This design comes from an exercise in tuning for small area on the open sky130 flow, not from production work. Function was checked by simulation only, so behaviour that the tests miss may differ from the original. Power figures rest on the tool's default switching activity, not on a simulated workload.

==> flow/design.v <==
module gfig_rx (
    input  wire         clk,
    input  wire         rst,         
    input  wire         in_valid,
    input  wire [7:0]   in_data,
    input  wire         in_last,
    output wire         in_ready,
    output reg          rep_valid,
    output reg  [2:0]   rep_code,
    output wire [279:0] rep_data
);
    localparam integer N = 35;               
    localparam [7:0] M0 = 8'hB2;
    localparam [7:0] M1 = 8'hA1;
    localparam [15:0] CRC_MAGIC = 16'hC0AB;  
    localparam [3:0] S_IDLE  = 4'd0;         
    localparam [3:0] S_LOOP  = 4'd1;         
    localparam [3:0] S_SCAN  = 4'd2;         
    localparam [3:0] S_MG    = 4'd3;         
    localparam [3:0] S_HDRV  = 4'd4;
    localparam [3:0] S_HDRT  = 4'd5;
    localparam [3:0] S_USTL  = 4'd6;         
    localparam [3:0] S_ABS   = 4'd7;         
    localparam [3:0] S_FDONE = 4'd8;         
    localparam [3:0] S_RWAIT = 4'd9;
    localparam [3:0] S_CLEAR = 4'd10;
    localparam [3:0] S_CHK   = 4'd11;
    localparam [3:0] S_RCNT  = 4'd12;
    reg [8*N-1:0] rr;        
    reg [8*N-1:0] pr;        
    reg [5:0] ph;
    wire [5:0] ph_n = {ph[4:3], ~(ph[5] ^ ph[4]), ph[1:0], ~(ph[2] | ph[1])};
    reg [3:0]  st;
    reg [5:0]  hd;           
    reg [5:0]  tl;           
    reg [5:0]  ln;           
    reg [5:0]  k;            
    reg [3:0]  inv;
    reg [15:0] crc;
    reg        ok;           
    reg        ce;           
    reg        nz;           
    reg        mg;           
    reg        ux;           
    reg        pb;           
    reg        vb;           
    reg        mal;          
    reg [1:0]  tp;           
    function [15:0] crc_byte;
        input [15:0] c;
        input [7:0]  b;
        integer j;
        reg [15:0] r;
        begin
            r = c ^ {b, 8'h00};
            for (j = 0; j < 8; j = j + 1)
                r = r[15] ? ((r << 1) ^ 16'h1021) : (r << 1);
            crc_byte = r;
        end
    endfunction
    wire       empty = (ln == 6'd0);
    wire acc = (st == S_IDLE) ||
               !ce ||
               (st == S_ABS && empty);
    assign in_ready = acc && (ph == tl) && (ln != N);
    wire take = in_valid && in_ready;
    wire [7:0] x = rr[8*N-1 -: 8];
    wire       rd = (ph == hd) && !empty;
    wire [15:0] crc_nx = crc_byte(crc, x);
    reg [5:0] n2, n1, lastf, kst;
    always @* begin
        case (tp)
            2'd1:    begin n2 = 6'd14; n1 = 6'd15; lastf = 6'd12; end
            2'd2:    begin n2 = 6'd62; n1 = 6'd63; lastf = 6'd38; end
            default: begin n2 = 6'd12; n1 = 6'd13; lastf = 6'd11; end
        endcase
        case (tp)
            2'd1:    kst = 6'd42;
            2'd2:    kst = 6'd55;
            default: kst = 6'd40;
        endcase
    end
    wire rd_scan = (st == S_SCAN) && rd;
    wire rd_abs  = (st == S_ABS) && rd;
    wire rd_hdr  = ((st == S_HDRV) && (ph == hd)) || (st == S_HDRT);
    wire consume = rd_scan || rd_abs || rd_hdr;
    wire pwr = rd_abs && (k >= 6'd4) && (k <= lastf);
    wire [7:0] rr_in = take ? in_data : rr[8*N-1 -: 8];
    wire [7:0] pr_in = pwr ? x : (st == S_CLEAR) ? 8'h00 : pr[8*N-1 -: 8];
    genvar g;
    generate
        for (g = 0; g < N; g = g + 1) begin : g_rep
            assign rep_data[8*g +: 8] = pr[8*(N-1-g) +: 8];
        end
    endgenerate
    always @(posedge clk) begin
        rr <= {rr[8*N-9:0], rr_in};
        pr <= {pr[8*N-9:0], pr_in};
    end
    always @(posedge clk) begin
        if (rst) begin
            st        <= S_CLEAR;
            tp        <= 2'd0;
            mal       <= 1'b0;
            ph        <= 6'd0;
            k         <= 6'd29;
            hd        <= 6'd0;
            tl        <= 6'd0;
            ln        <= 6'd0;
            inv       <= 4'd0;
            ce        <= 1'b1;
            nz        <= 1'b0;
            mg        <= 1'b0;
            ux        <= 1'b0;
            pb        <= 1'b0;
            rep_valid <= 1'b0;
            rep_code  <= 3'd0;
        end else begin
            ph        <= ph_n;
            rep_valid <= 1'b0;
            if (take)
                ce <= in_last;
            if (consume)
                hd <= ph_n;
            if (take)
                tl <= ph_n;
            if (take)
                ln <= ln + 6'd1;
            else if (consume)
                ln <= ln - 6'd1;
            case (st)
                S_IDLE: begin
                    if (take)
                        st <= S_LOOP;
                end
                S_LOOP: begin
                    if (nz || ln >= 6'd8 || (ux && ln >= 6'd5) || (mg && ln >= 6'd6)) begin
                        ux <= 1'b0;
                        if (mg) begin
                            st <= S_MG;
                        end else begin
                            if (!nz && !ux)
                                pb <= 1'b0;
                            st <= S_SCAN;
                        end
                    end else if (ce) begin
                        st <= S_IDLE;
                    end
                end
                S_SCAN: begin
                    if (rd) begin
                        pb <= (x == M0);
                        if (pb && x == M1) begin
                            nz  <= 1'b0;
                            mg  <= 1'b1;
                            crc <= CRC_MAGIC;
                            st  <= S_MG;
                        end
                    end else if (empty && ce) begin
                        nz <= 1'b1;
                        st <= S_IDLE;
                    end
                end
                S_MG: begin
                    if (ln >= 6'd2)
                        st <= S_HDRV;
                    else if (ce)
                        st <= S_IDLE;
                end
                S_HDRV: begin
                    if (ph == hd) begin
                        ok  <= (x == 8'h01);
                        vb  <= (x == M0);
                        crc <= crc_nx;
                        st  <= S_HDRT;
                    end
                end
                S_HDRT: begin
                    if (x == 8'h01 || x == 8'h02 || x == 8'h03) begin
                        crc <= crc_nx;
                        mg <= 1'b0;
                        tp <= x[1:0];
                        k  <= 6'd4;
                        st <= S_ABS;
                    end else begin
                        mg  <= vb && (x == M1);
                        crc <= CRC_MAGIC;
                        pb  <= (x == M0);
                        ux <= 1'b1;
                        st <= S_USTL;
                    end
                end
                S_USTL: begin
                    if (ce) begin
                        inv       <= inv + 4'd1;
                        rep_valid <= 1'b1;
                        rep_code  <= 3'd4;
                        st        <= S_CHK;
                    end
                end
                S_ABS: begin
                    if (rd) begin
                        k <= k + 6'd1;
                        if (k < n2)
                            crc <= crc_nx;
                        else
                            ok <= ok && (x == ((k == n2) ? crc[7:0] : crc[15:8]));
                        if (k == n1)
                            st <= S_FDONE;
                    end
                end
                S_FDONE: begin
                    if (ce)
                        st <= S_RWAIT;
                end
                S_RWAIT: begin
                    if (ph == hd) begin
                        k  <= kst;
                        st <= S_RCNT;
                    end
                end
                S_RCNT: begin
                    k <= k + 6'd1;
                    if (k == 6'd63) begin
                        k <= 6'd29;
                        if (ok) begin
                            inv       <= 4'd0;
                            rep_valid <= 1'b1;
                            rep_code  <= {1'b0, tp};
                            mal       <= 1'b0;
                        end else begin
                            inv <= inv + 4'd1;
                            mal <= 1'b1;
                        end
                        st <= S_CLEAR;
                    end
                end
                S_CLEAR: begin
                    k <= k + 6'd1;
                    if (k == 6'd63) begin
                        if (tp == 2'd0) begin
                            st <= S_IDLE;
                        end else if (mal) begin
                            rep_valid <= 1'b1;
                            rep_code  <= 3'd5;
                            st        <= S_CHK;
                        end else begin
                            st <= S_LOOP;
                        end
                    end
                end
                S_CHK: begin
                    if (inv > 4'd10) begin
                        inv       <= 4'd0;
                        hd        <= tl;
                        ln        <= 6'd0;
                        nz        <= 1'b0;
                        ux        <= 1'b0;
                        mg        <= 1'b0;
                        rep_valid <= 1'b1;
                        rep_code  <= 3'd6;
                        st        <= S_IDLE;
                    end else begin
                        st <= S_LOOP;
                    end
                end
                default: st <= S_IDLE;
            endcase
        end
    end
endmodule
export LEC_CHECK = 0
export ABC_AREA = 1
export CAP_MARGIN = 20
export CORE_MARGIN = 2
export CORE_UTILIZATION = 70
export SLEW_MARGIN = 20
create_clock -name core_clock -period 14.0 [get_ports {clk}]
standard.sh (not shown) runs the stock make flow with config.mk's settings and CLKGATE_MAP_FILE= SYNTH_SCRIPT=/design/flow/synth_recipe.tcl, a recipe that flattens the netlist after the stock synthesis.
==> flow/flow/run.sh <==
#!/bin/bash
# Standard ORFS layout with single-drive port buffers and a leaner clock tree.
set -euo pipefail
export BUFFER_PORTS_ARGS="-buffer_cell sky130_fd_sc_hd__buf_1"
export CTS_ARGS="-sink_clustering_enable -repair_clock_nets -dont_use_dummy_load -buf_list {sky130_fd_sc_hd__clkbuf_4} -sink_clustering_size 10 -sink_clustering_max_diameter 40"
bash standard.sh > run_standard.log 2>&1
Change:
--- a/flow/design.v
+++ b/flow/design.v
@@ -6,7 +6,7 @@
     input  wire         in_last,
     output wire         in_ready,
     output reg          rep_valid,
-    output reg  [2:0]   rep_code,
+    output wire [2:0]   rep_code,
     output wire [279:0] rep_data
 );
     localparam integer N = 35;               
@@ -87,6 +87,8 @@
     wire pwr = rd_abs && (k >= 6'd4) && (k <= lastf);
     wire [7:0] rr_in = take ? in_data : rr[8*N-1 -: 8];
     wire [7:0] pr_in = pwr ? x : (st == S_CLEAR) ? 8'h00 : pr[8*N-1 -: 8];
+    assign rep_code = (st == S_CLEAR) ? {1'b0, tp} :
+                      (st == S_CHK)   ? {2'b10, mal} : 3'd6;
     genvar g;
     generate
         for (g = 0; g < N; g = g + 1) begin : g_rep
@@ -114,7 +116,6 @@
             ux        <= 1'b0;
             pb        <= 1'b0;
             rep_valid <= 1'b0;
-            rep_code  <= 3'd0;
         end else begin
             ph        <= ph_n;
             rep_valid <= 1'b0;
@@ -194,7 +195,6 @@
                     if (ce) begin
                         inv       <= inv + 4'd1;
                         rep_valid <= 1'b1;
-                        rep_code  <= 3'd4;
                         st        <= S_CHK;
                     end
                 end
@@ -226,8 +226,6 @@
                         if (ok) begin
                             inv       <= 4'd0;
                             rep_valid <= 1'b1;
-                            rep_code  <= {1'b0, tp};
-                            mal       <= 1'b0;
                         end else begin
                             inv <= inv + 4'd1;
                             mal <= 1'b1;
@@ -242,7 +240,6 @@
                             st <= S_IDLE;
                         end else if (mal) begin
                             rep_valid <= 1'b1;
-                            rep_code  <= 3'd5;
                             st        <= S_CHK;
                         end else begin
                             st <= S_LOOP;
@@ -250,6 +247,7 @@
                     end
                 end
                 S_CHK: begin
+                    mal <= 1'b0;
                     if (inv > 4'd10) begin
                         inv       <= 4'd0;
                         hd        <= tl;
@@ -258,7 +256,6 @@
                         ux        <= 1'b0;
                         mg        <= 1'b0;
                         rep_valid <= 1'b1;
-                        rep_code  <= 3'd6;
                         st        <= S_IDLE;
                     end else begin
                         st <= S_LOOP;
The changed run passed the timing, DRC and antenna checks.
Count of clock-buffer cells in the layout is lower by 1.
Wire length came out lower by about 5%.
Final cell count shrinks by about 0.6%.
Sequential cell count went down by 3.
Total power hardly moves.
Via count stays flat.
Global-route usage shrinks by 1.4 points.
Area after synthesis goes down by 0.90%.
Non-clock buffer count does not change.
Die area went down by 0.88%.
Critical path depth fell by 3.

==> separate check: timing with driven ports <==
The flow's constraints put no driver on any port. The routed layouts listed below were extracted and timed again, unchanged, in two steps. Step 1, drivers: a clkbuf_16 drives clk and a buf_2 each remaining input, both assumed. Step 2 moves the port delays by t, midway between the first and last clock arrival at a register: inputs arrive t later, outputs are due t later. That takes back most of the time a late clock gives input paths. Slacks: ideal ports / drivers / drivers and shift; pairs: ideal ports / drivers.
| run | t, ns | setup WS [ns] | cell pins on the clock port's net |
|---|---|---|---|
| the first run | 0.694 | 9.094 / 9.063 / 9.477 | 1 |
| the second run | 0.704 | 9.044 / 9.000 / 9.199 | 1 |
After both steps setup and hold are still met in every run listed.
